What follows belongs to an exercise in optimizing a design on an open flow for small area; a production flow would make more cautious choices.
The RTL was checked by simulation tests, not by an equivalence proof against the original design.
No activity file was given, so power comes from the tool's default toggle rates.

[flow/design.v]
module as608_fe (
    input  wire        clk,
    input  wire        rst,
    input  wire        bus_valid,
    input  wire        bus_we,
    input  wire [17:0] bus_addr,
    input  wire [1:0]  bus_size,      
    input  wire [31:0] bus_wdata,
    output reg  [31:0] bus_rdata,
    output reg         bus_err,
    input  wire        rx_valid,
    input  wire [7:0]  rx_data,
    output wire        tx_valid,
    output wire [7:0]  tx_data,
    input  wire        tick,
    input  wire        port_fault,
    output wire        irq
);
    localparam [3:0] E_TIMEOUT = 4'h1, E_START = 4'h2, E_ADDRESS = 4'h3,
                     E_LENGTH = 4'h4, E_CHECKSUM = 4'h5, E_KIND = 4'h6, E_TRUNCATED = 4'h7,
                     E_OVERFLOW = 4'h8, E_TRANSPORT = 4'h9, E_ILLEGAL = 4'hA, E_TXLEN = 4'hB;
    localparam [3:0] PH_PAY = 4'd9,  PH_CK1 = 4'd10, PH_CK2 = 4'd11,
                     PH_PAYF = 4'd12, PH_CK1N = 4'd14;
    integer i;
    reg        st_done, st_errf, st_rej, st_rxovf;
    reg [3:0]  st_err;
    reg [2:0]  irq_en;
    reg [31:0] addr_r;
    reg [1:0]  pkt_r;
    reg [15:0] flim_r;
    reg [31:0] tmo_r;
    reg [31:0] txlen_r;
    reg [6:0]  rxlen_r;
    reg        rxi_v;         
    reg [1:0]  rxi_k;         
    reg [7:0]  rxi_conf;      
    reg        rxi_cv;
    reg [15:0] fcnt_r;
    reg        m_tx, m_rx;    
    reg        e_bulk;
    reg [31:0] e_adr;
    reg [15:0] e_lim;
    reg [31:0] e_tmo;
    reg [31:0] e_tcnt;        
    reg [3:0]  ph;
    reg [6:0]  ptr;           
    reg [6:0]  mrem;          
    reg [6:0]  rest;          
    reg [1:0]  e_cc;          
    reg [1:0]  fk;            
    reg [15:0] acc;
    reg        fl;            
    reg [511:0] txb;
    reg [511:0] rxb;
    reg [255:0] rq;
    reg [4:0]   rq_rd;
    reg [5:0]   rq_cnt;
    wire busy = m_tx | m_rx;
    wire [1:0] h_rgn = bus_addr[17:16];
    wire       h_lo  = (bus_addr[15:6] == 10'd0);           
    wire       sz0 = (bus_size == 2'd0);
    wire       sz1 = (bus_size == 2'd1);
    wire       sz2 = (bus_size == 2'd2);
    wire h_misal = (sz1 && bus_addr[0]) || (sz2 && bus_addr[1:0] != 2'b00) ||
                   (bus_size == 2'd3);
    wire h_berr  = bus_valid && (h_misal || (h_rgn == 2'd0 && !sz2));
    wire h_ok    = bus_valid && !h_berr;
    wire h_rd    = h_ok && !bus_we && !rst;
    wire h_wr    = h_ok && bus_we;
    wire h_regwr = h_wr && h_rgn == 2'd0;
    wire h_txwr  = h_wr && h_rgn == 2'd1 && h_lo;
    reg [15:0] row;
    always @(*) begin
        for (i = 0; i < 16; i = i + 1)
            row[i] = (bus_addr[5:2] == i);
    end
    wire w_cmd  = h_regwr && h_lo && row[0];
    wire w_stat = h_regwr && h_lo && row[1];
    wire w_ien  = h_regwr && h_lo && row[2];
    wire w_adr  = h_regwr && h_lo && row[3];
    wire w_pkt  = h_regwr && h_lo && row[4];
    wire w_flim = h_regwr && h_lo && row[5];
    wire w_tmo  = h_regwr && h_lo && row[6];
    wire w_txl  = h_regwr && h_lo && row[7];
    wire rd_reg = h_rd && h_rgn == 2'd0 && h_lo;
    wire rd_tx  = h_rd && h_rgn == 2'd1 && h_lo;
    wire rd_rx  = h_rd && h_rgn == 2'd2 && h_lo;
    wire [31:0] hsel = {row & {16{rd_rx}}, row & {16{rd_tx}}};
    wire [31:0] lane_m;
    genvar g, k;
    generate
        for (g = 0; g < 32; g = g + 1) begin : g_lane
            as608_fe_andor #(.N(32)) u_ao (.s(hsel), .d({rxb[480 + g], rxb[448 + g], rxb[416 + g], rxb[384 + g],
                                                rxb[352 + g], rxb[320 + g], rxb[288 + g], rxb[256 + g],
                                                rxb[224 + g], rxb[192 + g], rxb[160 + g], rxb[128 + g],
                                                rxb[96 + g],  rxb[64 + g],  rxb[32 + g],  rxb[g],
                                                txb[480 + g], txb[448 + g], txb[416 + g], txb[384 + g],
                                                txb[352 + g], txb[320 + g], txb[288 + g], txb[256 + g],
                                                txb[224 + g], txb[192 + g], txb[160 + g], txb[128 + g],
                                                txb[96 + g],  txb[64 + g],  txb[32 + g],  txb[g]}),
                                   .y(lane_m[g]));
        end
    endgenerate
    reg [7:0] lane0;
    always @(*) begin
        case (bus_addr[1:0])
            2'd0: lane0 = lane_m[7:0];
            2'd1: lane0 = lane_m[15:8];
            2'd2: lane0 = lane_m[23:16];
            default: lane0 = lane_m[31:24];
        endcase
    end
    wire [7:0] lane1 = bus_addr[1] ? lane_m[31:24] : lane_m[15:8];
    wire [31:0] buf_rd = {sz2 ? lane_m[31:16] : 16'h0, sz0 ? 8'h0 : lane1, lane0};
    wire [15:0] rrow      = row & {16{rd_reg}};
    wire        rsel_kind = rrow[9] & rxi_v;
    wire        rsel_conf = rrow[9] & rxi_cv;
    wire [11:0] stat_w    = {st_err, 3'b000, st_rxovf, st_rej, st_errf, st_done, busy};
    wire [3:0]  rxi_kraw  = {rxi_k == 2'd3, rxi_k == 2'd2, rxi_k[0] ^ rxi_k[1], ~rxi_k[0]};
    wire [31:0] reg_rd;
    as608_fe_andor #(.N(11)) u_rr0 (.s({rrow[11], rrow[10], rsel_kind, rrow[8], rrow[7], rrow[6], rrow[5], rrow[4], rrow[3], rrow[2], rrow[1]}),
        .d({rq_cnt[0], fcnt_r[0], rxi_kraw[0], rxlen_r[0], txlen_r[0], tmo_r[0], flim_r[0], pkt_r[0], addr_r[0], irq_en[0], stat_w[0]}), .y(reg_rd[0]));
    as608_fe_andor #(.N(11)) u_rr1 (.s({rrow[11], rrow[10], rsel_kind, rrow[8], rrow[7], rrow[6], rrow[5], rrow[4], rrow[3], rrow[2], rrow[1]}),
        .d({rq_cnt[1], fcnt_r[1], rxi_kraw[1], rxlen_r[1], txlen_r[1], tmo_r[1], flim_r[1], pkt_r[1], addr_r[1], irq_en[1], stat_w[1]}), .y(reg_rd[1]));
    as608_fe_andor #(.N(10)) u_rr2 (.s({rrow[11], rrow[10], rsel_kind, rrow[8], rrow[7], rrow[6], rrow[5], rrow[3], rrow[2], rrow[1]}),
        .d({rq_cnt[2], fcnt_r[2], rxi_kraw[2], rxlen_r[2], txlen_r[2], tmo_r[2], flim_r[2], addr_r[2], irq_en[2], stat_w[2]}), .y(reg_rd[2]));
    as608_fe_andor #(.N(9)) u_rr3 (.s({rrow[11], rrow[10], rsel_kind, rrow[8], rrow[7], rrow[6], rrow[5], rrow[3], rrow[1]}),
        .d({rq_cnt[3], fcnt_r[3], rxi_kraw[3], rxlen_r[3], txlen_r[3], tmo_r[3], flim_r[3], addr_r[3], stat_w[3]}), .y(reg_rd[3]));
    as608_fe_andor #(.N(8)) u_rr4 (.s({rrow[11], rrow[10], rrow[8], rrow[7], rrow[6], rrow[5], rrow[3], rrow[1]}),
        .d({rq_cnt[4], fcnt_r[4], rxlen_r[4], txlen_r[4], tmo_r[4], flim_r[4], addr_r[4], stat_w[4]}), .y(reg_rd[4]));
    as608_fe_andor #(.N(7)) u_rr5 (.s({rrow[11], rrow[10], rrow[8], rrow[7], rrow[6], rrow[5], rrow[3]}),
        .d({rq_cnt[5], fcnt_r[5], rxlen_r[5], txlen_r[5], tmo_r[5], flim_r[5], addr_r[5]}), .y(reg_rd[5]));
    as608_fe_andor #(.N(6)) u_rr6 (.s({rrow[10], rrow[8], rrow[7], rrow[6], rrow[5], rrow[3]}),
        .d({fcnt_r[6], rxlen_r[6], txlen_r[6], tmo_r[6], flim_r[6], addr_r[6]}), .y(reg_rd[6]));
    as608_fe_andor #(.N(5)) u_rr7 (.s({rrow[10], rrow[7], rrow[6], rrow[5], rrow[3]}),
        .d({fcnt_r[7], txlen_r[7], tmo_r[7], flim_r[7], addr_r[7]}), .y(reg_rd[7]));
    as608_fe_andor #(.N(7)) u_rr8 (.s({rrow[10], rsel_conf, rrow[7], rrow[6], rrow[5], rrow[3], rrow[1]}),
        .d({fcnt_r[8], rxi_conf[0], txlen_r[8], tmo_r[8], flim_r[8], addr_r[8], stat_w[8]}), .y(reg_rd[8]));
    as608_fe_andor #(.N(7)) u_rr9 (.s({rrow[10], rsel_conf, rrow[7], rrow[6], rrow[5], rrow[3], rrow[1]}),
        .d({fcnt_r[9], rxi_conf[1], txlen_r[9], tmo_r[9], flim_r[9], addr_r[9], stat_w[9]}), .y(reg_rd[9]));
    as608_fe_andor #(.N(7)) u_rr10 (.s({rrow[10], rsel_conf, rrow[7], rrow[6], rrow[5], rrow[3], rrow[1]}),
        .d({fcnt_r[10], rxi_conf[2], txlen_r[10], tmo_r[10], flim_r[10], addr_r[10], stat_w[10]}), .y(reg_rd[10]));
    as608_fe_andor #(.N(7)) u_rr11 (.s({rrow[10], rsel_conf, rrow[7], rrow[6], rrow[5], rrow[3], rrow[1]}),
        .d({fcnt_r[11], rxi_conf[3], txlen_r[11], tmo_r[11], flim_r[11], addr_r[11], stat_w[11]}), .y(reg_rd[11]));
    as608_fe_andor #(.N(6)) u_rr12 (.s({rrow[10], rsel_conf, rrow[7], rrow[6], rrow[5], rrow[3]}),
        .d({fcnt_r[12], rxi_conf[4], txlen_r[12], tmo_r[12], flim_r[12], addr_r[12]}), .y(reg_rd[12]));
    as608_fe_andor #(.N(6)) u_rr13 (.s({rrow[10], rsel_conf, rrow[7], rrow[6], rrow[5], rrow[3]}),
        .d({fcnt_r[13], rxi_conf[5], txlen_r[13], tmo_r[13], flim_r[13], addr_r[13]}), .y(reg_rd[13]));
    as608_fe_andor #(.N(6)) u_rr14 (.s({rrow[10], rsel_conf, rrow[7], rrow[6], rrow[5], rrow[3]}),
        .d({fcnt_r[14], rxi_conf[6], txlen_r[14], tmo_r[14], flim_r[14], addr_r[14]}), .y(reg_rd[14]));
    as608_fe_andor #(.N(6)) u_rr15 (.s({rrow[10], rsel_conf, rrow[7], rrow[6], rrow[5], rrow[3]}),
        .d({fcnt_r[15], rxi_conf[7], txlen_r[15], tmo_r[15], flim_r[15], addr_r[15]}), .y(reg_rd[15]));
    as608_fe_andor #(.N(4)) u_rr16 (.s({rrow[9], rrow[7], rrow[6], rrow[3]}),
        .d({rxi_cv, txlen_r[16], tmo_r[16], addr_r[16]}), .y(reg_rd[16]));
    as608_fe_andor #(.N(3)) u_rr17 (.s({rrow[7], rrow[6], rrow[3]}),
        .d({txlen_r[17], tmo_r[17], addr_r[17]}), .y(reg_rd[17]));
    as608_fe_andor #(.N(3)) u_rr18 (.s({rrow[7], rrow[6], rrow[3]}),
        .d({txlen_r[18], tmo_r[18], addr_r[18]}), .y(reg_rd[18]));
    as608_fe_andor #(.N(3)) u_rr19 (.s({rrow[7], rrow[6], rrow[3]}),
        .d({txlen_r[19], tmo_r[19], addr_r[19]}), .y(reg_rd[19]));
    as608_fe_andor #(.N(3)) u_rr20 (.s({rrow[7], rrow[6], rrow[3]}),
        .d({txlen_r[20], tmo_r[20], addr_r[20]}), .y(reg_rd[20]));
    as608_fe_andor #(.N(3)) u_rr21 (.s({rrow[7], rrow[6], rrow[3]}),
        .d({txlen_r[21], tmo_r[21], addr_r[21]}), .y(reg_rd[21]));
    as608_fe_andor #(.N(3)) u_rr22 (.s({rrow[7], rrow[6], rrow[3]}),
        .d({txlen_r[22], tmo_r[22], addr_r[22]}), .y(reg_rd[22]));
    as608_fe_andor #(.N(3)) u_rr23 (.s({rrow[7], rrow[6], rrow[3]}),
        .d({txlen_r[23], tmo_r[23], addr_r[23]}), .y(reg_rd[23]));
    as608_fe_andor #(.N(3)) u_rr24 (.s({rrow[7], rrow[6], rrow[3]}),
        .d({txlen_r[24], tmo_r[24], addr_r[24]}), .y(reg_rd[24]));
    as608_fe_andor #(.N(3)) u_rr25 (.s({rrow[7], rrow[6], rrow[3]}),
        .d({txlen_r[25], tmo_r[25], addr_r[25]}), .y(reg_rd[25]));
    as608_fe_andor #(.N(3)) u_rr26 (.s({rrow[7], rrow[6], rrow[3]}),
        .d({txlen_r[26], tmo_r[26], addr_r[26]}), .y(reg_rd[26]));
    as608_fe_andor #(.N(3)) u_rr27 (.s({rrow[7], rrow[6], rrow[3]}),
        .d({txlen_r[27], tmo_r[27], addr_r[27]}), .y(reg_rd[27]));
    as608_fe_andor #(.N(3)) u_rr28 (.s({rrow[7], rrow[6], rrow[3]}),
        .d({txlen_r[28], tmo_r[28], addr_r[28]}), .y(reg_rd[28]));
    as608_fe_andor #(.N(3)) u_rr29 (.s({rrow[7], rrow[6], rrow[3]}),
        .d({txlen_r[29], tmo_r[29], addr_r[29]}), .y(reg_rd[29]));
    as608_fe_andor #(.N(3)) u_rr30 (.s({rrow[7], rrow[6], rrow[3]}),
        .d({txlen_r[30], tmo_r[30], addr_r[30]}), .y(reg_rd[30]));
    as608_fe_andor #(.N(3)) u_rr31 (.s({rrow[7], rrow[6], rrow[3]}),
        .d({txlen_r[31], tmo_r[31], addr_r[31]}), .y(reg_rd[31]));
    wire [31:0] rd_val = buf_rd | reg_rd;
    always @(posedge clk) begin
        bus_rdata <= rd_val;
        bus_err   <= h_berr && !rst;
    end
    reg [31:0] qsel;
    always @(*) begin
        for (i = 0; i < 32; i = i + 1)
            qsel[i] = (rq_rd == i);
    end
    wire [7:0] q_b;
    generate
        for (g = 0; g < 8; g = g + 1) begin : g_q
            wire [31:0] qd;
            for (k = 0; k < 32; k = k + 1) begin : g_k
                assign qd[k] = rq[8*k + g];
            end
            as608_fe_andor #(.N(32)) u_ao (.s(qsel), .d(qd), .y(q_b[g]));
        end
    endgenerate
    reg [63:0] pdec;
    always @(*) begin
        for (i = 0; i < 64; i = i + 1)
            pdec[i] = (ptr[5:0] == i);
    end
    wire [7:0] tx_pb, tpl, tph;
    generate
        for (g = 0; g < 8; g = g + 1) begin : g_tp
            wire [63:0] td;
            for (k = 0; k < 64; k = k + 1) begin : g_k
                assign td[k] = txb[8*k + g];
            end
            as608_fe_andor #(.N(32)) u_lo (.s(pdec[31:0]),  .d(td[31:0]),  .y(tpl[g]));
            as608_fe_andor #(.N(32)) u_hi (.s(pdec[63:32]), .d(td[63:32]), .y(tph[g]));
        end
    endgenerate
    assign tx_pb = tpl | tph;
    wire       is_pay = (ph == PH_PAY) || (ph == PH_PAYF);
    wire       is_ck1 = ph[3] & ph[1] & ~ph[0];
    wire       is_ck2 = ph[3] & ph[1] & ph[0];
    wire [1:0] kcode  = (m_tx & e_bulk) ? {rest == 7'd0, 1'b1} : fk;
    wire [7:0] kbyte  = {4'h0, kcode == 2'd3, kcode == 2'd2, kcode[0] ^ kcode[1], ~kcode[0]};
    wire [7:0] lbyte  = {1'b0, mrem} + 8'd3;
    reg [7:0] fbyte;
    always @(*) begin
        case (ph)
            4'd0: fbyte = 8'hEF;
            4'd1: fbyte = 8'h01;
            4'd2: fbyte = e_adr[31:24];
            4'd3: fbyte = e_adr[23:16];
            4'd4: fbyte = e_adr[15:8];
            4'd5: fbyte = e_adr[7:0];
            4'd6: fbyte = kbyte;
            4'd7: fbyte = 8'h00;
            4'd8: fbyte = lbyte;
            PH_PAY, PH_PAYF: fbyte = tx_pb;
            4'd10, 4'd14: fbyte = acc[15:8];
            default: fbyte = acc[7:0];
        endcase
    end
    assign tx_valid = m_tx;
    assign tx_data  = fbyte;
    assign irq = (st_done & irq_en[0]) | (st_errf & irq_en[1]) |
                 ((st_rej | st_rxovf) & irq_en[2]);
    reg        n_done, n_errf, n_rej, n_rxovf;
    reg [3:0]  n_err;
    reg [6:0]  n_rxlen;
    reg        n_rxi_v, n_rxi_cv;
    reg [1:0]  n_rxi_k;
    reg        conf_we;
    reg [15:0] n_fcnt;
    reg        n_tx, n_rx, n_bulk;
    reg        e_load;                   
    reg [3:0]  n_ph;
    reg [6:0]  n_ptr, n_mrem, n_rest;
    reg [1:0]  n_cc;
    reg [1:0]  n_fk;
    reg [15:0] n_acc;
    reg        n_fl;
    reg [31:0] n_tcnt;
    reg        rb_we;
    reg        q_pop, q_push, q_flush;
    reg [5:0]  q_cnt1;
    reg [3:0]  cop;
    reg        illegal;
    reg [6:0]  cap, mchunk;
    reg [7:0]  m8;
    reg [8:0]  ovf_sum;
    reg        neq;
    reg        restart;
    reg [31:0] tc_base;
    reg        rx_go;
    always @(*) begin
        n_done = st_done; n_errf = st_errf; n_rej = st_rej; n_rxovf = st_rxovf;
        n_err = st_err;
        n_rxlen = rxlen_r; n_rxi_v = rxi_v; n_rxi_k = rxi_k; n_rxi_cv = rxi_cv;
        conf_we = 1'b0;
        n_fcnt = fcnt_r;
        n_tx = m_tx; n_rx = m_rx; n_bulk = e_bulk; e_load = 1'b0;
        n_ph = ph; n_ptr = ptr; n_mrem = mrem; n_rest = rest; n_fk = fk; n_cc = e_cc;
        n_acc = acc; n_fl = fl;
        rb_we = 1'b0; q_pop = 1'b0; q_flush = 1'b0;
        restart = 1'b0;
        cop = bus_wdata[3:0];
        illegal = (cop >= 4'd6) || (bus_wdata[31:6] != 26'd0) ||
                  (bus_wdata[5:4] != 2'd0 && cop != 4'd1);
        case (e_cc)
            2'd0: cap = 7'd29;
            2'd1: cap = 7'd61;
            default: cap = 7'd127;
        endcase
        mchunk = (rest < cap) ? rest : cap;
        m8 = q_b - 8'd3;
        ovf_sum = {2'b00, rxlen_r} + {1'b0, q_b};
        neq = (q_b != fbyte);
        if (w_cmd) begin
            if (busy) begin
                if (bus_wdata != 32'd0) n_rej = 1'b1;
            end else if (illegal) begin
                n_done = 1'b0; n_errf = 1'b1; n_err = E_ILLEGAL;
            end else if (cop == 4'd5) begin
                n_done = 1'b1; n_errf = 1'b0; n_err = 4'h0;
                q_flush = 1'b1;
            end else if (cop != 4'd0) begin
                n_done = 1'b0; n_errf = 1'b0; n_err = 4'h0;
                n_fcnt = 16'd0;
                e_load = 1'b1;
                n_bulk = (cop[0] & cop[1]) | cop[2];   
                n_ph = 4'd0; n_acc = 16'd0; n_ptr = 7'd0;
                if (cop[0]) begin
                    if (txlen_r[31:7] != 25'd0 || (txlen_r[6] && txlen_r[5:0] != 6'd0)) begin
                        n_errf = 1'b1; n_err = E_TXLEN;
                    end else begin
                        n_tx = 1'b1;
                        n_fk = bus_wdata[5:4];
                        n_rest = txlen_r[6:0];
                        n_cc = cop[1] ? (pkt_r[1] ? 2'd2 : {1'b0, pkt_r[0]}) : 2'd2;
                    end
                end else begin
                    n_rx = 1'b1;
                    n_rxlen = 7'd0; n_rxi_v = 1'b0; n_rxi_k = 2'd0; n_rxi_cv = 1'b0;
                end
            end
        end
        if (w_stat) begin
            if (bus_wdata[1]) n_done  = 1'b0;
            if (bus_wdata[2]) n_errf  = 1'b0;
            if (bus_wdata[3]) n_rej   = 1'b0;
            if (bus_wdata[4]) n_rxovf = 1'b0;
        end
        rx_go = m_rx && rq_cnt != 6'd0;
        if (m_tx || rx_go) begin
            if (rx_go) q_pop = 1'b1;
            if ((ph[3:1] == 3'b011) || ph == 4'd8 || is_pay)
                n_acc = acc + {8'h00, m_tx ? fbyte : q_b};
            if (ph[3] == 1'b0) begin
                n_ph = ph + 4'd1;
                if (m_tx && ph == 4'd0) begin
                    n_mrem = mchunk;
                    n_rest = rest - mchunk;
                end
            end else if (ph == 4'd8) begin
                n_ph = ((m_tx ? {1'b0, mrem} : m8) == 8'd0) ? PH_CK1N : PH_PAYF;
            end else if (is_pay) begin
                n_ph = (mrem == 7'd1) ? PH_CK1 : PH_PAY;
                n_ptr = ptr + 7'd1;
                n_mrem = mrem - 7'd1;
            end else if (is_ck1) begin
                n_ph = ph + 4'd1;
            end
            n_fl = ((ph == 4'd3 || ph == 4'd4) ? fl : 1'b0) | neq;
        end
        if (m_tx) begin
            if (is_ck2) begin
                n_fcnt = fcnt_r + 16'd1;
                n_ph = 4'd0; n_acc = 16'd0;
                if (rest == 7'd0) begin
                    n_tx = 1'b0; n_done = 1'b1;
                end
            end
        end else if (rx_go) begin
            if (ph == 4'd1 || ph == 4'd5) begin
                if (fl || neq) begin
                    n_rx = 1'b0; n_errf = 1'b1; n_err = ph[2] ? E_ADDRESS : E_START;
                end
            end else if (ph == 4'd6) begin
                case (q_b)
                    8'h01: n_fk = 2'd0;
                    8'h02: n_fk = 2'd1;
                    8'h07: n_fk = 2'd2;
                    default: n_fk = 2'd3;
                endcase
                if (!(q_b == 8'h02 || q_b == 8'h08 ||
                      (!e_bulk && (q_b == 8'h01 || q_b == 8'h07)))) begin
                    n_rx = 1'b0; n_errf = 1'b1; n_err = E_KIND;
                end
            end else if (ph == 4'd8) begin
                n_mrem = m8[6:0];
                if (!fl && q_b < 8'd3) begin
                    n_rx = 1'b0; n_errf = 1'b1; n_err = E_LENGTH;
                end else if (fl || ovf_sum > 9'd67) begin
                    n_rx = 1'b0; n_errf = 1'b1; n_err = E_OVERFLOW;
                end
            end else if (is_pay) begin
                rb_we = 1'b1;
                if (ph[2]) conf_we = 1'b1;
            end else if (is_ck2) begin
                if (fl || neq) begin
                    n_rx = 1'b0; n_errf = 1'b1; n_err = E_CHECKSUM;
                end else begin
                    n_rxlen = ptr;
                    n_rxi_v = 1'b1; n_rxi_k = fk;
                    n_rxi_cv = (fk == 2'd2) && !ph[2];
                    n_fcnt = fcnt_r + 16'd1;
                    if (!e_bulk || fk == 2'd3) begin
                        n_rx = 1'b0; n_done = 1'b1;
                    end else if (n_fcnt == e_lim) begin
                        n_rx = 1'b0; n_errf = 1'b1; n_err = E_TRUNCATED;
                    end else begin
                        n_ph = 4'd0; n_acc = 16'd0;
                        restart = 1'b1;
                    end
                end
            end
        end
        if (port_fault && busy && (n_tx || n_rx)) begin
            n_tx = 1'b0; n_rx = 1'b0; n_errf = 1'b1; n_err = E_TRANSPORT;
        end
        tc_base = (restart || e_load) ? 32'd1 : e_tcnt;
        n_tcnt = tc_base + {31'd0, tick & m_rx};
        if (tick && m_rx && n_rx) begin
            if (tc_base == e_tmo) begin
                n_rx = 1'b0; n_errf = 1'b1;
                n_err = (n_ph == 4'd0) ? E_TIMEOUT : E_LENGTH;
            end
        end
        q_cnt1 = q_flush ? 6'd0 : rq_cnt - {5'd0, q_pop};
        q_push = rx_valid && !q_cnt1[5];
        if (rx_valid && q_cnt1[5]) n_rxovf = 1'b1;
    end
    always @(posedge clk) begin
        if (rst) begin
            st_done <= 1'b0; st_errf <= 1'b0; st_rej <= 1'b0; st_rxovf <= 1'b0;
            st_err <= 4'h0; irq_en <= 3'd0;
            addr_r <= 32'hFFFFFFFF; pkt_r <= 2'd0; flim_r <= 16'd4096; tmo_r <= 32'd1000;
            txlen_r <= 32'd0; rxlen_r <= 7'd0;
            rxi_v <= 1'b0; rxi_k <= 2'd0; rxi_cv <= 1'b0; fcnt_r <= 16'd0;
            m_tx <= 1'b0; m_rx <= 1'b0;
            rq_cnt <= 6'd0;
        end else begin
            st_done <= n_done; st_errf <= n_errf; st_rej <= n_rej; st_rxovf <= n_rxovf;
            st_err <= n_err;
            if (w_ien)  irq_en  <= bus_wdata[2:0];
            if (w_adr)  addr_r  <= bus_wdata;
            if (w_pkt)  pkt_r   <= bus_wdata[1:0];
            if (w_flim) flim_r  <= (bus_wdata[15:0] == 16'd0) ? 16'd1 : bus_wdata[15:0];
            if (w_tmo)  tmo_r   <= (bus_wdata == 32'd0) ? 32'd1 : bus_wdata;
            if (w_txl)  txlen_r <= bus_wdata;
            rxlen_r <= n_rxlen;
            rxi_v <= n_rxi_v; rxi_k <= n_rxi_k; rxi_cv <= n_rxi_cv; fcnt_r <= n_fcnt;
            m_tx <= n_tx; m_rx <= n_rx;
            rq_cnt <= q_cnt1 + {5'd0, q_push};
        end
    end
    always @(posedge clk) begin
        if (e_load) begin
            e_adr <= addr_r; e_lim <= flim_r; e_tmo <= tmo_r;
        end
        e_bulk <= n_bulk;
        e_tcnt <= n_tcnt;
        ph <= n_ph; ptr <= n_ptr; mrem <= n_mrem; rest <= n_rest; fk <= n_fk; e_cc <= n_cc;
        acc <= n_acc; fl <= n_fl;
        if (conf_we) rxi_conf <= q_b;
        if (q_flush) rq_rd <= rq_rd + rq_cnt[4:0];
        else if (q_pop) rq_rd <= rq_rd + 5'd1;
    end
    wire [4:0] q_widx = rq_rd + rq_cnt[4:0];
    always @(posedge clk) begin
        for (i = 0; i < 32; i = i + 1)
            if (!rst && q_push && q_widx == i)
                rq[8*i +: 8] <= rx_data;
    end
    always @(posedge clk) begin
        for (i = 0; i < 64; i = i + 1)
            if (!rst && rb_we && pdec[i])
                rxb[8*i +: 8] <= q_b;
    end
    wire [7:0] wd0 = bus_wdata[7:0];
    wire [7:0] wd1 = sz0 ? bus_wdata[7:0] : bus_wdata[15:8];
    wire [7:0] wd2 = sz2 ? bus_wdata[23:16] : bus_wdata[7:0];
    wire [7:0] wd3 = sz0 ? bus_wdata[7:0] : sz1 ? bus_wdata[15:8] : bus_wdata[31:24];
    wire [31:0] wdw = {wd3, wd2, wd1, wd0};
    reg  [3:0] col;
    always @(*) begin
        col[0] = sz2 || (sz1 && !bus_addr[1]) || (sz0 && bus_addr[1:0] == 2'd0);
        col[1] = sz2 || (sz1 && !bus_addr[1]) || (sz0 && bus_addr[1:0] == 2'd1);
        col[2] = sz2 || (sz1 &&  bus_addr[1]) || (sz0 && bus_addr[1:0] == 2'd2);
        col[3] = sz2 || (sz1 &&  bus_addr[1]) || (sz0 && bus_addr[1:0] == 2'd3);
    end
    always @(posedge clk) begin
        for (i = 0; i < 64; i = i + 1)
            if (!rst && h_txwr && row[i/4] && col[i%4])
                txb[8*i +: 8] <= wdw[8*(i%4) +: 8];
    end
endmodule
module as608_fe_andor #(
    parameter N = 3
) (
    input  wire [N-1:0] s,
    input  wire [N-1:0] d,
    output wire         y
);
    localparam G = N / 3;            
    localparam R = N - 3 * G;        
    wire [G:0] n;
    genvar g;
    generate
        for (g = 0; g < G; g = g + 1) begin : g_a
            as608_fe_aoi222 u (.A1(s[3*g]), .A2(d[3*g]), .B1(s[3*g+1]), .B2(d[3*g+1]),
                               .C1(s[3*g+2]), .C2(d[3*g+2]), .Y(n[g]));
        end
        if (R == 2) begin : g_r2
            as608_fe_aoi22 u (.A1(s[N-2]), .A2(d[N-2]), .B1(s[N-1]), .B2(d[N-1]), .Y(n[G]));
        end else if (R == 1) begin : g_r1
            assign n[G] = ~(s[N-1] & d[N-1]);
        end else begin : g_r0
            assign n[G] = 1'b1;
        end
    endgenerate
    assign y = ~&n;
endmodule
module as608_fe_aoi222 (
    input  wire A1, A2, B1, B2, C1, C2,
    output wire Y
);
    assign Y = ~((A1 & A2) | (B1 & B2) | (C1 & C2));
endmodule
module as608_fe_aoi22 (
    input  wire A1, A2, B1, B2,
    output wire Y
);
    assign Y = ~((A1 & A2) | (B1 & B2));
endmodule
[flow/flow/run.sh]
#!/bin/bash
# Layout flow: ORFS synthesis with an area-oriented ABC mapping script, with
# the design's AND-OR-INVERT helper modules (as608_fe_aoi222/aoi22) kept as
# single library cells instead of being flattened into generic logic. The
# registers come out exactly as in the standard synthesis; only the
# combinational mapping differs. Then the standard layout steps, with CTS
# settings that avoid dummy loads and oversized clock buffers, and larger
# repair margins from global routing on.
set -euo pipefail
W=$(pwd)
F=$W/flow

# synthesis script: the standard flow's own, with ORFS's synth.tcl patched
sed -e "s#^source \$::env(SCRIPTS_DIR)/synth_preamble.tcl#source \$::env(SCRIPTS_DIR)/synth_preamble.tcl\nset abc_args [lreplace \$abc_args 1 1 $F/area.abc]\nputs \"abc args: \$abc_args\"#" \
    -e "s#^hierarchy -check -top \$::env(DESIGN_NAME)#hierarchy -check -top \$::env(DESIGN_NAME)\nif {[catch {blackbox as608_fe_aoi222 as608_fe_aoi22} bbmsg]} { puts \"no cell helpers: \$bbmsg\" } else { puts \"blackboxed cell helpers\" }#" \
    -e "s#^  log_cmd abc {\*}\$abc_args#  log_cmd abc {*}\$abc_args\n  chtype -map as608_fe_aoi222 sky130_fd_sc_hd__a222oi_1 -map as608_fe_aoi22 sky130_fd_sc_hd__a22oi_1\n  catch {delete as608_fe_aoi222 as608_fe_aoi22}#" \
    "$FLOW_HOME/scripts/synth.tcl" > "$W/own_synth.tcl"
[ "$(grep -c 'lreplace\|blackboxed cell helpers\|chtype -map' "$W/own_synth.tcl")" = 3 ]
sed -e "s#^source \$::env(SCRIPTS_DIR)/synth.tcl#source $W/own_synth.tcl#" "$W/synth_recipe.tcl" > "$W/own_synth_recipe.tcl"
grep -q "own_synth.tcl" "$W/own_synth_recipe.tcl"

# the make command line of standard.sh, with our synthesis script
MK=$(grep '^make ' "$W/standard.sh")
SYNTH_MK=$(echo "$MK" | sed -e "s#SYNTH_SCRIPT=[^ ]*#SYNTH_SCRIPT=$W/own_synth_recipe.tcl#" -e 's#"\${@:-finish}"#synth#')
echo "$SYNTH_MK" > "$W/own_synth_cmd.txt"
bash -c "$SYNTH_MK" > "$W/own_synth.log" 2>&1

export CTS_ARGS="-sink_clustering_enable -repair_clock_nets -dont_use_dummy_load -buf_list sky130_fd_sc_hd__clkbuf_8 -sink_clustering_size 14 -sink_clustering_max_diameter 60"
export BUFFER_PORTS_ARGS="-buffer_cell sky130_fd_sc_hd__buf_1"
# floorplan to CTS with the flow settings' repair margins
bash "$W/standard.sh" cts > "$W/own_layout.log" 2>&1
# global routing onwards: its repair (on global-route parasitics) aims further
# below the max-slew and max-capacitance limits, to leave room for detours of
# the detailed router
FIN_MK=$(echo "$MK" | sed -e 's#CAP_MARGIN=[0-9]*#CAP_MARGIN=45#' -e 's#SLEW_MARGIN=[0-9]*#SLEW_MARGIN=45#' -e 's#"\${@:-finish}"#finish#')
echo "$FIN_MK" > "$W/own_finish_cmd.txt"
bash -c "$FIN_MK" > "$W/own_finish.log" 2>&1
# write the final DEF (everything is up to date, so this only exports it)
bash "$W/standard.sh" finish > "$W/own_export.log" 2>&1
[flow/flow/area.abc]
strash
&get -n
&st
&syn4
&dch
&nf -a -R 1000 -p
&st
&syn2
&dch
&nf -a -R 1000 -p
&put
[flow/standard.sh]
#!/bin/bash
# synth_recipe.tcl (not shown) runs the flow's synth.tcl, then flattens the netlist and writes it again
# the make line also repeats each setting of config.mk as NAME=value (left out here)
make -C /OpenROAD-flow-scripts/flow DESIGN_CONFIG=/design/flow/config.mk WORK_HOME=/design/flow/orfs CLKGATE_MAP_FILE= SYNTH_SCRIPT=/design/flow/synth_recipe.tcl "${@:-finish}"
[flow/config.mk]
export PLATFORM = sky130hd
export DESIGN_NAME = as608_fe
export DESIGN_NICKNAME = as608_fe
export VERILOG_FILES = /design/flow/design.v
export SDC_FILE = /design/flow/constraint.sdc
export NUM_CORES = 8
export LEC_CHECK = 0
export CAP_MARGIN = 20
export CELL_PAD_IN_SITES_DETAIL_PLACEMENT = 1
export CELL_PAD_IN_SITES_GLOBAL_PLACEMENT = 1
export CORE_MARGIN = 2
export CORE_UTILIZATION = 45
export PLACE_DENSITY = 0.55
export SLEW_MARGIN = 20
[flow/constraint.sdc]
create_clock -name core_clock -period 15.0 [get_ports {clk}]
set_input_delay 3.0000 -clock core_clock [delete_from_list [all_inputs] [get_ports {clk}]]
set_output_delay 3.0000 -clock core_clock [all_outputs]
set_load 0.01 [all_outputs]
==> results.py, run 1 <==
metrics = {
    "outcome": {
        "status": "no timing/DRC/antenna violations",
    },
    "pwr": {
        "power_frac_comb": 0.036,
        "swShare": 0.225,
        "p_clk_frac": 0.315,
        "pwr-share-seq": 0.649,
        "peakVddDrop_v": 0.0000824,
        "p_leak_uw": 0.0224,
        "p_switching_uw": 1720,
        "intPower_uw": 5920,
        "power.density_nw_per_um2": 106,
    },
    "clocking": {
        "cts.repair.resized": 0,
        "root_buffer": "clkbuf_8",
        "clk_pin_slew_ns": 0.09,
        "insertion_delay_ns": 0.95,
        "cts_tree": "done",
        "cts_max_path_buffers": 3,
        "cts.hold.buffers_added": 0,
        "clock-sinks": 1645,
        "cts_setup_buffers": 0,
        "cts_htree_levels": 4,
        "cts_made_buffers": 155,
    },
    "timing": {
        "min_period_over_period": 0.586,
        "final.min_clock_period_ns": 8.78,
        "rsz0062_at_grt": "false",
        "final_max_slew_viol_count": 0,
        "finalHoldViolCount": 0,
        "tightestPinTransition_ns": 0.980,
        "setup_violations": 0,
        "skew_ns": 0.112,
        "clock.fmax_mhz": 114,
        "maxSlewHeadroom": 0.347,
        "fin_tns_setup_ns": 0,
    },
    "die": {
        "start_util": 0.453,
        "num_rows": 139,
        "io_pins": 110,
        "die_w_um": 384,
        "core_um2": 143000,
        "chipHeight_um": 384,
        "dieArea_um2": 147000,
    },
    "hold_path": {
        "holdCritPathClass": "reg -> reg",
    },
    "critical_path": {
        "cp-end-kind": "output port",
        "arrival_ns": 5.78,
        "cpPeakStageDelay_ns": 0.64,
        "critical_path_class": "reg -> out",
        "required_ns": 12.00,
        "reg2reg_slack_ns": 6.35,
        "cp_slowest_cell": "nand2_1",
        "critPathLaunchType": "register",
        "crit_fanout": 8,
        "crit_top_cell": "clkinv_1",
        "path_cells": "clkinv_1 -> ha_1 -> nand2_1 -> nor2_1 -> a222oi_1 -> nand4_1 -> or4_1 -> nor3_2 -> o21ai_0 -> o22ai_1 -> clkinv_1 -> buf_1",
    },
    "place": {
        "dp_hpwl_mm": 201,
        "place.gp.congestion": 1.07,
        "port_buffers": 109,
        "dp.cells": 6531,
    },
    "layout": {
        "finalNetCount": 4945,
        "final_cell_mix": "1377 x edfxtp_1, 611 x a222oi_1, 349 x nor2_1, 268 x dfxtp_1, 227 x nand2_1",
        "seq_area_um2": 46700,
        "multi_input_area_um2": 18700,
        "final_common_cell": "edfxtp_1",
        "fillCellCount": 14013,
        "drive_gt1_frac": 0.116,
        "synthToLayoutAreaGrowth_pct": 11.2,
        "stdcell_count": 6735,
    },
    "drt": {
        "drt_wl_total_mm": 282,
        "via_per_inst": 7.27,
        "dr.pass1.iters": 17,
        "remaining_drc_errors": 0,
        "drt-wirelength-per-cell_um": 41.9,
        "ant_nets": 0,
        "drt_iter0_markers": 10798,
        "via_count": 48994,
    },
    "yosys": {
        "ys_ff_latch": 1645,
        "async_flop_share": 0,
        "synth-seq-area-share": 0.720,
        "synthCells": 4337,
        "syn_area_per_cell_um2": 15.0,
        "syn_nets": 4463,
        "synth_edf_count": 1377,
        "ys_types": 61,
        "yosys_warnings": 3,
        "netlist_area_um2": 64900,
        "dominantRegCellSynth": "edfxtp_1",
    },
    "global_routing": {
        "antenna_found_initial": 42,
        "grt_pass1_wl_mm": 384,
        "grt_pass1_vias": 46442,
        "grt.total_usage": 0.377,
        "grt_max_degree": 72,
        "grt_overflow": 0,
    },
    "flow_run": {
        "maxCapViolations": 0,
    },
}
[state kept, by name, summed over array words and instances, names as in the netlist, 4 cells and up]
signal,flops
st_err,4
ph,4
e_tmo,32
e_lim,16
ptr,7
rq_rd,5
addr_r,32
flim_r,16
rest,7
e_tcnt,32
rxi_conf,8
rxb,512
rq,256
txlen_r,32
txb,512
fcnt_r,16
acc,16
bus_rdata,32
rxlen_r,7
mrem,7
tmo_r,32
e_adr,32
rq_cnt,6
[cell type report]
type / count / area share
clock buffers: 155 / 0.0296
multi-input cells: 2642 / 0.259
flip-flops and latches: 1645 / 0.647
inverters: 50 / 0.00260
repair buffers: 325 / 0.0280
diodes: 15 / 0.000520
well taps: 1903 / 0.0330
[metrics by stage]
step	hold WS (ns)	worst slack, ns	utilization	area [um^2]	power (uW)
after detailed placement	0.440	6.35	0.484	69400	5320
after CTS	0.441	6.05	0.499	71500	7650
after floorplan	0.414	6.73	-	64900	5140
final	0.448	6.22	0.503	72200	7640
after global placement	0.429	6.66	0.484	69300	5320
after global routing	0.449	5.98	0.503	72100	7810
[final timing paths]
path,from,end,cells past startpoint
max,ptr[0],tx_data[0],12
min,addr_r[2],e_adr[2],0
max reg2reg,ptr[0],e_tcnt[30],28
min reg2reg,addr_r[2],e_adr[2],0
[Yosys cell counts, drive strengths merged (37+ instances only)]
cell,n,area share
a222oi,611,0.094
a22oi,86,0.010
xor2,37,0.0050
o21ai,87,0.0067
dfxtp,268,0.083
nor2,460,0.027
edfxtp,1377,0.64
nand2,232,0.013
a21oi,97,0.0075
ha,55,0.011
nor3,149,0.011
xnor2,65,0.0088
a22o,84,0.011
clkinv,50,0.0029
nand4,172,0.017
nand3,106,0.0082
[per-layer routing]
layer / up-vias / wire (um) / part of all wire / GRT usage
li1: 19606 / - / - / -
met1: 25228 / 110000 / 0.39 / 0.528
met2: 3519 / 123000 / 0.43 / 0.555
met3: 629 / 34900 / 0.12 / 0.0940
met4: 12 / 14300 / 0.051 / 0.170
met5: - / 74 / 0.00026 / 0
[logic make-up (layout without fill, tap and decap cells)]
kind of cell | Yosys count | after routing | share of synthesized area
compound gates | 1146 | 1146 | 0.152
xor+xnor | 102 | 102 | 0.0138
fa+ha+maj | 59 | 59 | 0.0118
buf+inv | 50 | 530 | 0.00289
flops | 1645 | 1645 | 0.720
mux | 17 | 17 | 0.00268
other cells | 0 | 15 | 0
simple gates | 1318 | 1318 | 0.0967
[power by group through the flow]
stage	Clock [uW]	Sequential (uW)	Combinational (uW)
finish	2400	4960	277
global route	2570	4960	278
CTS	2430	4960	260
detailed placement	0	5060	259
global placement	0	5060	255
floorplan	0	5060	75.4
[worst max-delay path, delay by kind of cell (launching register included)]
family | cells | cell delay, ns
flops | 1 | 0.49
compound gates | 3 | 1.19
simple gates | 5 | 2.41
buf+inv | 3 | 0.51
fa+ha+maj | 1 | 0.28
==> run 2: changes to the inputs <==
--- a/flow/flow/run.sh
+++ b/flow/flow/run.sh
@@ -4,8 +4,7 @@
 # single library cells instead of being flattened into generic logic. The
 # registers come out exactly as in the standard synthesis; only the
 # combinational mapping differs. Then the standard layout steps, with CTS
-# settings that avoid dummy loads and oversized clock buffers, and larger
-# repair margins from global routing on.
+# settings that avoid dummy loads and oversized clock buffers.
 set -euo pipefail
 W=$(pwd)
 F=$W/flow
@@ -27,13 +26,4 @@
 
 export CTS_ARGS="-sink_clustering_enable -repair_clock_nets -dont_use_dummy_load -buf_list sky130_fd_sc_hd__clkbuf_8 -sink_clustering_size 14 -sink_clustering_max_diameter 60"
 export BUFFER_PORTS_ARGS="-buffer_cell sky130_fd_sc_hd__buf_1"
-# floorplan to CTS with the flow settings' repair margins
-bash "$W/standard.sh" cts > "$W/own_layout.log" 2>&1
-# global routing onwards: its repair (on global-route parasitics) aims further
-# below the max-slew and max-capacitance limits, to leave room for detours of
-# the detailed router
-FIN_MK=$(echo "$MK" | sed -e 's#CAP_MARGIN=[0-9]*#CAP_MARGIN=45#' -e 's#SLEW_MARGIN=[0-9]*#SLEW_MARGIN=45#' -e 's#"\${@:-finish}"#finish#')
-echo "$FIN_MK" > "$W/own_finish_cmd.txt"
-bash -c "$FIN_MK" > "$W/own_finish.log" 2>&1
-# write the final DEF (everything is up to date, so this only exports it)
-bash "$W/standard.sh" finish > "$W/own_export.log" 2>&1
+bash "$W/standard.sh" finish > "$W/own_layout.log" 2>&1
==> run 2 against run 1 <==
Compared with the run above:
- still clean
- register-to-register slack lost 0.23 ns
- via count down 0.78%
- flip-flop and latch count unchanged
- power is essentially flat
- cell area shrank 0.80%
- largest power group unchanged
==> results.py, run 2 <==
metrics = {
    "timing": {
        "clock.fmax_mhz": 110,
        "setup_violations": 0,
        "finalHoldViolCount": 0,
        "fin_tns_setup_ns": 0,
        "final.min_clock_period_ns": 9.06,
        "final_max_slew_viol_count": 0,
        "rsz0062_at_grt": "false",
        "min_period_over_period": 0.604,
        "skew_ns": 0.115,
        "tightestPinTransition_ns": 1.29,
        "maxSlewHeadroom": 0.138,
    },
    "yosys": {
        "yosys_warnings": 3,
        "ys_types": 61,
        "synth-seq-area-share": 0.720,
        "ys_ff_latch": 1645,
        "synth_edf_count": 1377,
        "netlist_area_um2": 64900,
        "synth_top_area_cell": "edfxtp_1",
        "syn_nets": 4463,
        "synthCells": 4337,
        "async_flop_share": 0,
        "yosys-top-cells-area": "edfxtp_1 64%, a222oi_1 9.4%, dfxtp_1 8.3%",
        "synth_common_cells": "1377 x edfxtp_1, 611 x a222oi_1, 460 x nor2_1",
        "netlist.area_leader.share": 0.637,
        "yosysMostFrequentCell": "edfxtp_1",
        "dominantRegCellSynth": "edfxtp_1",
        "syn_area_per_cell_um2": 15.0,
    },
    "clocking": {
        "clock-sinks": 1645,
        "cts_htree_levels": 4,
        "cts.hold.buffers_added": 0,
        "clk_pin_slew_ns": 0.10,
        "cts_setup_buffers": 0,
        "root_buffer": "clkbuf_8",
        "insertion_delay_ns": 0.95,
        "cts_made_buffers": 155,
        "cts_tree": "done",
        "cts.repair.resized": 0,
        "cts_max_path_buffers": 3,
    },
    "drt": {
        "via_count": 48612,
        "drt_iter0_markers": 10671,
        "drt_wl_total_mm": 281,
        "drt-wirelength-per-cell_um": 42.0,
        "via_per_inst": 7.26,
        "dr.pass1.iters": 15,
        "ant_nets": 0,
        "remaining_drc_errors": 0,
    },
    "global_routing": {
        "gr-max-usage-layer": "met2",
        "use_met2": 0.555,
        "antenna_found_initial": 41,
        "grt.total_usage": 0.377,
        "grt_pass1_vias": 46442,
        "grt_overflow": 0,
        "gr-usage-met1": 0.528,
        "grt_pass1_wl_mm": 384,
        "grt_util_met3": 0.0940,
        "grt_max_degree": 72,
    },
    "layout": {
        "final_cell_mix": "1377 x edfxtp_1, 611 x a222oi_1, 420 x nor2_1, 268 x dfxtp_1, 232 x nand2_1",
        "fillCellCount": 14025,
        "final_common_cell": "edfxtp_1",
        "finalNetCount": 4911,
        "stdcell_count": 6696,
        "synthToLayoutAreaGrowth_pct": 10.3,
        "drive_gt1_frac": 0.0905,
        "fin_util": 0.499,
        "top_regs": "rxb (512), txb (512), rq (256)",
    },
    "critical_path": {
        "crit_fanout": 8,
        "arrival_ns": 6.06,
        "reg2reg_to": "e_tcnt[30]",
        "reg2reg_slack_ns": 6.12,
        "critical_path_class": "reg -> out",
        "required_ns": 12.00,
        "rr_worst_depth": 28,
        "critPathLaunchType": "register",
        "cp-end-kind": "output port",
        "rr_startpoint": "ptr[1]",
    },
    "place": {
        "dp.cells": 6531,
        "place.gp.congestion": 1.07,
        "port_buffers": 109,
        "dp_hpwl_mm": 201,
    },
    "die": {
        "chipHeight_um": 384,
        "die_w_um": 384,
        "dieArea_um2": 147000,
        "num_rows": 139,
        "start_util": 0.453,
        "core_um2": 143000,
        "io_pins": 110,
    },
    "hold_path": {
        "hp-start": "addr_r[2]",
        "holdCritPathClass": "reg -> reg",
        "min_path_cells": 0,
        "min_to": "e_adr[2]",
    },
    "pwr": {
        "p_leak_uw": 0.0221,
        "peakVddDrop_v": 0.0000831,
        "power.density_nw_per_um2": 107,
    },
    "outcome": {
        "status": "no timing/DRC/antenna violations",
    },
    "flow_run": {
        "maxCapViolations": 0,
    },
}
-- run 2: through the flow --
step	power, uW	setup slack (ns)	cell area (um^2)	hold slack, ns
after floorplan	5140	6.73	64900	0.414
after global placement	5320	6.66	69300	0.429
after detailed placement	5320	6.35	69400	0.440
after CTS	7650	6.05	71500	0.441
after global routing	7800	5.68	71600	0.449
final	7630	5.94	71600	0.450
-- run 2: where the power goes --
part / internal (uW) / switching [uW]
Combinational: 44.3 / 225
Clock: 920 / 1480
Sequential: 4950 / 5.77
Total: 5920 / 1710
-- run 2: cell families after synthesis --
group	after synthesis	share of synthesized area
AOI/OAI and AO/OA	1146	0.152
adders and majority gates	59	0.0118
xor gates and xnor gates	102	0.0138
and+or+nand+nor	1318	0.0967
buffers and inverters	50	0.00289
muxes	17	0.00268
DFF	1645	0.720
-- run 2: how the worst max path moves through the flow --
stage | start | to | slack, ns | depth (start not counted)
floorplan | bus_size[0] | st_err[1] | 6.73 | 14
global placement | ptr[0] | e_tcnt[30] | 6.66 | 28
detailed placement | ptr[0] | e_tcnt[30] | 6.35 | 28
CTS | ptr[0] | tx_data[0] | 6.05 | 12
global route | ptr[0] | e_tcnt[30] | 5.68 | 28
finish | ptr[1] | tx_data[0] | 5.94 | 12
-- run 2: final cells by class --
class	count	area [um^2]	area share
antenna	10	25.0	0.000350
clock buffer	155	2130	0.0298
inverter	50	188	0.00262
multi-input combinational	2642	18300	0.256
sequential	1645	46700	0.653
tap	1903	2380	0.0333
timing repair buffer	291	1790	0.0250
-- run 2: routing by layer --
layer | vias to the layer above | wire length [um]
met3 | 619 | 34000
li1 | 19522 | -
met5 | - | 92
met4 | 14 | 14700
met2 | 3442 | 122000
met1 | 25015 | 111000
-- run 2: critical path, stage by stage (launching register included) --
cell	delay, ns
dfxtp_1	0.47
clkinv_1	0.14
ha_1	0.26
nand2_1	0.49
nor2_1	0.35
a222oi_1	0.56
nand4_1	0.28
or4_1	0.58
nor3_1	0.82
o21ai_0	0.43
o22ai_1	0.39
clkinv_1	0.21
buf_1	0.17
==> run 3: changes to the inputs <==
--- a/flow/flow/run.sh
+++ b/flow/flow/run.sh
@@ -26,4 +26,5 @@
 
 export CTS_ARGS="-sink_clustering_enable -repair_clock_nets -dont_use_dummy_load -buf_list sky130_fd_sc_hd__clkbuf_8 -sink_clustering_size 14 -sink_clustering_max_diameter 60"
 export BUFFER_PORTS_ARGS="-buffer_cell sky130_fd_sc_hd__buf_1"
+export RECOVER_POWER=100
 bash "$W/standard.sh" finish > "$W/own_layout.log" 2>&1
==> run 3 against run 2 <==
Compared with the run above:
- sequential power hardly changed
- register-to-register slack got worse by 1.5 ns
- clock power hardly changed
- critical path depth grew 14
- now fails the layout checks on max-capacitance violations, max-slew violations
- synthesized area did not move
- count of clock-buffer cells in the layout unchanged
- wire length grew 0.19%
==> results.py, run 3 <==
metrics = {
    "critical_path": {
        "arrival_ns": 11.16,
        "crit_fanout": 70,
        "critPathLaunch": "rq_rd[2]",
        "critPathLaunchType": "register",
        "reg2reg_to": "e_tcnt[30]",
        "rr_worst_depth": 26,
        "required_ns": 15.81,
        "cp-end-kind": "register",
        "reg2reg_slack_ns": 4.65,
        "rr_startpoint": "rq_rd[2]",
        "critical_path_class": "reg -> reg",
        "cp-endpoint": "e_tcnt[30]",
    },
    "pwr": {
        "p_clk_frac": 0.315,
        "power.density_nw_per_um2": 107,
        "power_frac_comb": 0.034,
        "peakVddDrop_v": 0.0000829,
        "p_leak_uw": 0.0216,
        "swShare": 0.224,
        "intPower_uw": 5920,
        "pwr-share-seq": 0.651,
        "p_switching_uw": 1710,
    },
    "clocking": {
        "cts.repair.resized": 0,
        "cts_made_buffers": 155,
        "clock-sinks": 1645,
        "clk_pin_slew_ns": 0.09,
        "cts_setup_buffers": 0,
        "cts.hold.buffers_added": 0,
        "cts_tree": "done",
        "root_buffer": "clkbuf_8",
        "cts_max_path_buffers": 3,
        "insertion_delay_ns": 0.95,
        "cts_htree_levels": 4,
    },
    "timing": {
        "finalHoldViolCount": 0,
        "maxSlewHeadroom": -1.74,
        "final.min_clock_period_ns": 10.35,
        "setup_violations": 0,
        "final_max_slew_viol_count": 1571,
        "hold_ws_ns": 0.454,
        "rsz0062_at_grt": "false",
        "skew_ns": 0.113,
        "tightestPinTransition_ns": 4.11,
        "clock.fmax_mhz": 96.6,
        "fin_tns_setup_ns": 0,
        "fin_ws_ns": 4.65,
        "min_period_over_period": 0.690,
    },
    "drt": {
        "ant_nets": 0,
        "via_per_inst": 7.27,
        "drt_wl_total_mm": 282,
        "drt_iter0_markers": 10698,
        "drt-wirelength-per-cell_um": 42.1,
        "remaining_drc_errors": 0,
        "via_count": 48683,
        "dr.pass1.iters": 15,
    },
    "yosys": {
        "synth_edf_count": 1377,
        "netlist_area_um2": 64900,
        "ys_types": 61,
        "netlist.area_leader.share": 0.637,
        "syn_nets": 4463,
        "yosys-top-cells-area": "edfxtp_1 64%, a222oi_1 9.4%, dfxtp_1 8.3%",
        "yosys_warnings": 3,
        "syn_area_per_cell_um2": 15.0,
        "synth_common_cells": "1377 x edfxtp_1, 611 x a222oi_1, 460 x nor2_1",
        "synthCells": 4337,
        "synth-seq-area-share": 0.720,
        "async_flop_share": 0,
        "synth_top_area_cell": "edfxtp_1",
        "yosysMostFrequentCell": "edfxtp_1",
        "ys_ff_latch": 1645,
        "dominantRegCellSynth": "edfxtp_1",
    },
    "outcome": {
        "violations": "max-capacitance violations, max-slew violations",
        "status": "failed layout checks",
    },
    "global_routing": {
        "antenna_found_initial": 41,
        "grt_pass1_wl_mm": 384,
        "grt_max_degree": 72,
        "grt_overflow": 0,
        "grt_pass1_vias": 46442,
        "grt.total_usage": 0.377,
    },
    "die": {
        "chipHeight_um": 384,
        "dieArea_um2": 147000,
        "io_pins": 110,
        "start_util": 0.453,
        "die_w_um": 384,
        "num_rows": 139,
        "core_um2": 143000,
    },
    "layout": {
        "final_common_cell": "edfxtp_1",
        "final_cell_mix": "1377 x edfxtp_1, 611 x a222oi_1, 422 x nor2_1, 268 x dfxtp_1, 232 x nand2_1",
        "synthToLayoutAreaGrowth_pct": 9.51,
        "drive_gt1_frac": 0.0610,
        "seq_area_um2": 46700,
        "multi_input_area_um2": 18200,
        "fillCellCount": 14110,
        "finalNetCount": 4911,
        "top_regs": "rxb (512), txb (512), rq (256)",
    },
    "place": {
        "place.gp.congestion": 1.07,
        "port_buffers": 109,
        "dp_hpwl_mm": 201,
        "pre_cts_ws_ns": 6.35,
    },
    "hold_path": {
        "holdCritPathClass": "reg -> reg",
    },
    "flow_run": {
        "maxCapViolations": 52,
    },
}
==> run 3: cell types whose count changed in the layout (fill, tap and decap cells not counted), sizes merged <==
cell,delta
diode,-2
clkinv,+2
clkbuf,+115
buf,-115
inv,-2
==> run 3: worst min-delay path by stage <==
stage,from,endpoint,slack (ns),cells after the start
final,rxi_v,rxi_v,0.45,1
after CTS,addr_r[2],e_adr[2],0.44,0
after detailed placement,rxi_v,rxi_v,0.44,1
after global placement,rxi_v,rxi_v,0.43,1
after global routing,addr_r[2],e_adr[2],0.45,0
after floorplan,e_tcnt[14],e_tcnt[14],0.41,1
==> run 3: cell type report <==
class | instances | share of cell area
flip-flops and latches | 1645 | 0.658
multi-input cells | 2642 | 0.257
well taps | 1903 | 0.0335
clock buffers | 155 | 0.0300
repair buffers | 291 | 0.0193
inverters | 50 | 0.00264
diodes | 8 | 0.000282
==> run 3: power groups by stage <==
| stage | clock network (uW) | registers (uW) | logic [uW] |
|---|---|---|---|
| final | 2400 | 4970 | 263 |
| after global routing | 2570 | 4970 | 265 |
| after CTS | 2430 | 4960 | 260 |
| after detailed placement | 0 | 5060 | 259 |
| after global placement | 0 | 5060 | 255 |
| after floorplan | 0 | 5060 | 75.4 |
==> run 3: kinds of logic after synthesis <==
logic type / Yosys count / share of synthesized area
AOI/OAI and AO/OA: 1146 / 0.152
and+or+nand+nor: 1318 / 0.0967
buffers and inverters: 50 / 0.00289
adders and majority gates: 59 / 0.0118
DFF: 1645 / 0.720
xor gates and xnor gates: 102 / 0.0138
muxes: 17 / 0.00268
==> run 3: through the flow <==
step	utilization	instance area [um^2]	power (uW)	instances
after floorplan	-	64900	5140	4337
after global placement	0.484	69300	5320	6529
after detailed placement	0.484	69400	5320	6531
after CTS	0.499	71500	7650	6686
after global routing	0.496	71000	7800	6687
final	0.496	71000	7630	6694
==> run 3: per-layer routing <==
metal	vias up	GRT usage	wire length (um)
met2	3422	0.555	122000
met4	18	0.170	15300
met3	633	0.0940	33200
met5	-	0	120
li1	19533	-	-
met1	25077	0.528	111000
==> run 3: worst max-delay path: stages (launching register included) <==
cell      delay [ns]
edfxtp_1        0.52
or2_0           0.50
nor2_1          0.63
a222oi_1        0.31
nand4_1         0.21
nor3_1          0.06
clkbuf_1        0.20
clkinv_1        0.08
clkbuf_1        2.80
xnor2_1         0.22
nor4_1          0.49
nand3_1         0.24
nor4_1          0.28
nand3_1         0.24
o21ai_0         0.29
clkbuf_1        0.87
or2_0           0.26
ha_1            0.19
ha_1            0.19
nand4_1         0.16
nor2_1          0.21
nand4_1         0.44
nor2_1          0.36
nand2_1         0.09
nor2_1          0.14
nor2_1          0.06
a211oi_1        0.19
==> run 4: changes to the inputs <==
--- a/flow/flow/run.sh
+++ b/flow/flow/run.sh
@@ -26,5 +26,4 @@
 
 export CTS_ARGS="-sink_clustering_enable -repair_clock_nets -dont_use_dummy_load -buf_list sky130_fd_sc_hd__clkbuf_8 -sink_clustering_size 14 -sink_clustering_max_diameter 60"
 export BUFFER_PORTS_ARGS="-buffer_cell sky130_fd_sc_hd__buf_1"
-export RECOVER_POWER=100
 bash "$W/standard.sh" finish > "$W/own_layout.log" 2>&1
--- a/flow/config.mk
+++ b/flow/config.mk
@@ -9,6 +9,6 @@
 export CELL_PAD_IN_SITES_DETAIL_PLACEMENT = 1
 export CELL_PAD_IN_SITES_GLOBAL_PLACEMENT = 1
 export CORE_MARGIN = 2
-export CORE_UTILIZATION = 45
-export PLACE_DENSITY = 0.55
+export CORE_UTILIZATION = 52
+export PLACE_DENSITY = 0.62
 export SLEW_MARGIN = 20
==> run 4 against run 3 <==
Compared with the run above:
- largest cell class unchanged
- wire length shrank 2.7%
- sequential share of layout area down 0.45 points
- highest routed layer unchanged
- now clean on timing, DRC and antenna
- global-route usage is 4.8 points higher
==> results.py, run 4 <==
metrics = {
    "global_routing": {
        "grt.total_usage": 0.425,
        "grt_overflow": 0,
        "grt_pass1_wl_mm": 378,
        "grt_max_degree": 71,
        "antenna_found_initial": 26,
        "grt_pass1_vias": 47888,
    },
    "clocking": {
        "cts_tree": "done",
        "clk_pin_slew_ns": 0.10,
        "cts.hold.buffers_added": 0,
        "clock-sinks": 1645,
        "root_buffer": "clkbuf_8",
        "cts.repair.resized": 0,
        "cts_max_path_buffers": 3,
        "cts_htree_levels": 4,
        "cts_setup_buffers": 0,
        "cts_made_buffers": 151,
        "insertion_delay_ns": 0.97,
    },
    "die": {
        "chipHeight_um": 357,
        "core_um2": 124000,
        "dieArea_um2": 128000,
        "io_pins": 110,
        "start_util": 0.524,
        "num_rows": 129,
        "die_w_um": 357,
    },
    "yosys": {
        "syn_nets": 4463,
        "async_flop_share": 0,
        "ys_types": 61,
        "netlist.area_leader.share": 0.637,
        "yosys_warnings": 3,
        "ys_ff_latch": 1645,
        "yosys-top-cells-area": "edfxtp_1 64%, a222oi_1 9.4%, dfxtp_1 8.3%",
        "synth_top_area_cell": "edfxtp_1",
        "dominantRegCellSynth": "edfxtp_1",
        "synth_common_cells": "1377 x edfxtp_1, 611 x a222oi_1, 460 x nor2_1",
        "netlist_area_um2": 64900,
        "synth_edf_count": 1377,
        "synthCells": 4337,
        "yosysMostFrequentCell": "edfxtp_1",
        "syn_area_per_cell_um2": 15.0,
        "synth-seq-area-share": 0.720,
    },
    "timing": {
        "setup_violations": 0,
        "rsz0062_at_grt": "false",
        "clock.fmax_mhz": 110,
        "maxSlewHeadroom": 0.0968,
        "tightestPinTransition_ns": 1.35,
        "skew_ns": 0.125,
        "min_period_over_period": 0.608,
        "final.min_clock_period_ns": 9.12,
        "final_max_slew_viol_count": 0,
        "finalHoldViolCount": 0,
        "fin_tns_setup_ns": 0,
    },
    "place": {
        "port_buffers": 109,
        "place.gp.congestion": 1.08,
        "dp_hpwl_mm": 197,
    },
    "layout": {
        "finalNetCount": 4932,
        "final_common_cell": "edfxtp_1",
        "fillCellCount": 11678,
        "top_regs": "rxb (512), txb (512), rq (256)",
        "drive_gt1_frac": 0.0991,
        "final_cell_mix": "1377 x edfxtp_1, 611 x a222oi_1, 421 x nor2_1, 268 x dfxtp_1, 229 x nand2_1",
        "synthToLayoutAreaGrowth_pct": 10.3,
    },
    "drt": {
        "drt_iter0_markers": 11913,
        "drt_wl_total_mm": 274,
        "via_count": 49955,
        "via_per_inst": 7.74,
        "dr.pass1.iters": 31,
        "remaining_drc_errors": 0,
        "drt-wirelength-per-cell_um": 42.5,
        "ant_nets": 0,
    },
    "critical_path": {
        "critical_path_class": "reg -> reg",
        "critPathLaunchType": "register",
        "cp-end-kind": "register",
        "arrival_ns": 9.86,
        "required_ns": 15.74,
        "cpPeakStageDelay_ns": 0.77,
        "crit_fanout": 28,
        "cp_slowest_cell": "or4_1",
    },
    "pwr": {
        "p_leak_uw": 0.0222,
        "swShare": 0.224,
        "intPower_uw": 5900,
        "p_switching_uw": 1700,
        "power.density_nw_per_um2": 106,
        "power_frac_comb": 0.036,
        "pwr-share-seq": 0.653,
        "p_clk_frac": 0.311,
        "finalPower_uw": 7600,
        "peakVddDrop_v": 0.0000987,
    },
    "hold_path": {
        "holdCritPathClass": "reg -> reg",
    },
    "outcome": {
        "status": "no timing/DRC/antenna violations",
    },
    "flow_run": {
        "maxCapViolations": 0,
    },
}
run 4: power by group through the flow:
stage | clock, uW | sequential, uW | combinational (uW)
after detailed placement | 0 | 5060 | 257
after global routing | 2510 | 4960 | 274
after floorplan | 0 | 5060 | 75.4
after global placement | 0 | 5060 | 253
final | 2360 | 4960 | 276
after CTS | 2370 | 4960 | 258
run 4: layout make-up:
type                            count  area (um^2)  share of cell area
Sequential cell                  1645        46700               0.653
Multi-Input combinational cell   2642        18500               0.258
Clock buffer                      151         2080              0.0291
Timing Repair Buffer              316         2010              0.0281
Inverter                           50          188             0.00262
Antenna cell                       13         32.5            0.000455
Tap cell                         1637         2050              0.0286
run 4: final timing paths:
check | startpoint | end | slack [ns] | cells past startpoint
setup / recovery | ptr[0] | st_err[2] | 5.88 | 29
hold / removal | addr_r[7] | e_adr[7] | 0.42 | 0
setup reg to reg | ptr[0] | st_err[2] | 5.88 | 29
hold reg to reg | addr_r[7] | e_adr[7] | 0.42 | 0
run 4: cells by family after synthesis:
family,share of synthesized area
adders and majority gates,0.0118
buffers and inverters,0.00289
and+or+nand+nor,0.0967
muxes,0.00268
AOI/OAI and AO/OA,0.152
xor gates and xnor gates,0.0138
DFF,0.720
run 4: metal layers:
layer  GRT usage  vias up  wire (um)
li1            -    19567          -
met1       0.583    25168     101000
met2       0.614     4375     117000
met3       0.131      821      39600
met4       0.213       24      16800
met5           0        -        195
run 4: through the flow:
step                      area, um^2  hold WS, ns  worst slack [ns]  utilization  instances
after floorplan                64900        0.414              6.73            -       4337
after global placement         69000        0.434              5.84        0.557       6267
after detailed placement       69400        0.441              5.79        0.560       6287
after CTS                      71400        0.413              6.26        0.577       6438
after global routing           71500        0.441              5.64        0.578       6444
final                          71500        0.415              5.88        0.578       6454
run 4: worst max-delay path, delay by kind of cell, from the launching register on:
| kind | cells | cell delay [ns] |
|---|---|---|
| XOR/XNOR | 1 | 0.11 |
| adder cells (fa/ha/maj) | 1 | 0.27 |
| flip-flops | 1 | 0.48 |
| AO/OA/AOI/OAI | 6 | 1.63 |
| AND/OR/NAND/NOR | 17 | 5.52 |
| buffers and inverters | 4 | 0.88 |

==> static timing again, ports no longer ideal <==
How much do the figures lean on ideal ports? The routed layouts below were timed once more, with nothing changed but the port constraints.
Step 1, drivers: a clkbuf_16 drives clk and a buf_2 each remaining input, both assumed.
Step 2 also shifts input and output timing later by t, the mid clock arrival at the registers, as if the neighbouring blocks saw the same clock.
Three values: no drivers, after step 1, after step 2; two values: the first two.
run	t, ns	setup WS [ns]	worst hold slack (ns)	clock arrival spread, ns	cell pins on the clock port's net
run 1	0.974	6.216 / 6.140 / 6.346	0.448 / 0.448 / 0.448	0.114 / 0.113	1
run 2	0.972	5.941 / 5.864 / 6.120	0.450 / 0.450 / 0.450	0.115 / 0.115	1
run 3	0.972	4.648 / 4.648 / 4.608	0.454 / 0.454 / 0.454	0.112 / 0.113	1
run 4	0.981	5.876 / 5.876 / 5.477	0.415 / 0.415 / 0.415	0.126 / 0.126	1
The setup slack of run 4, which loses most, moves by 0.000 ns with the drivers and by -0.399 ns with both steps.
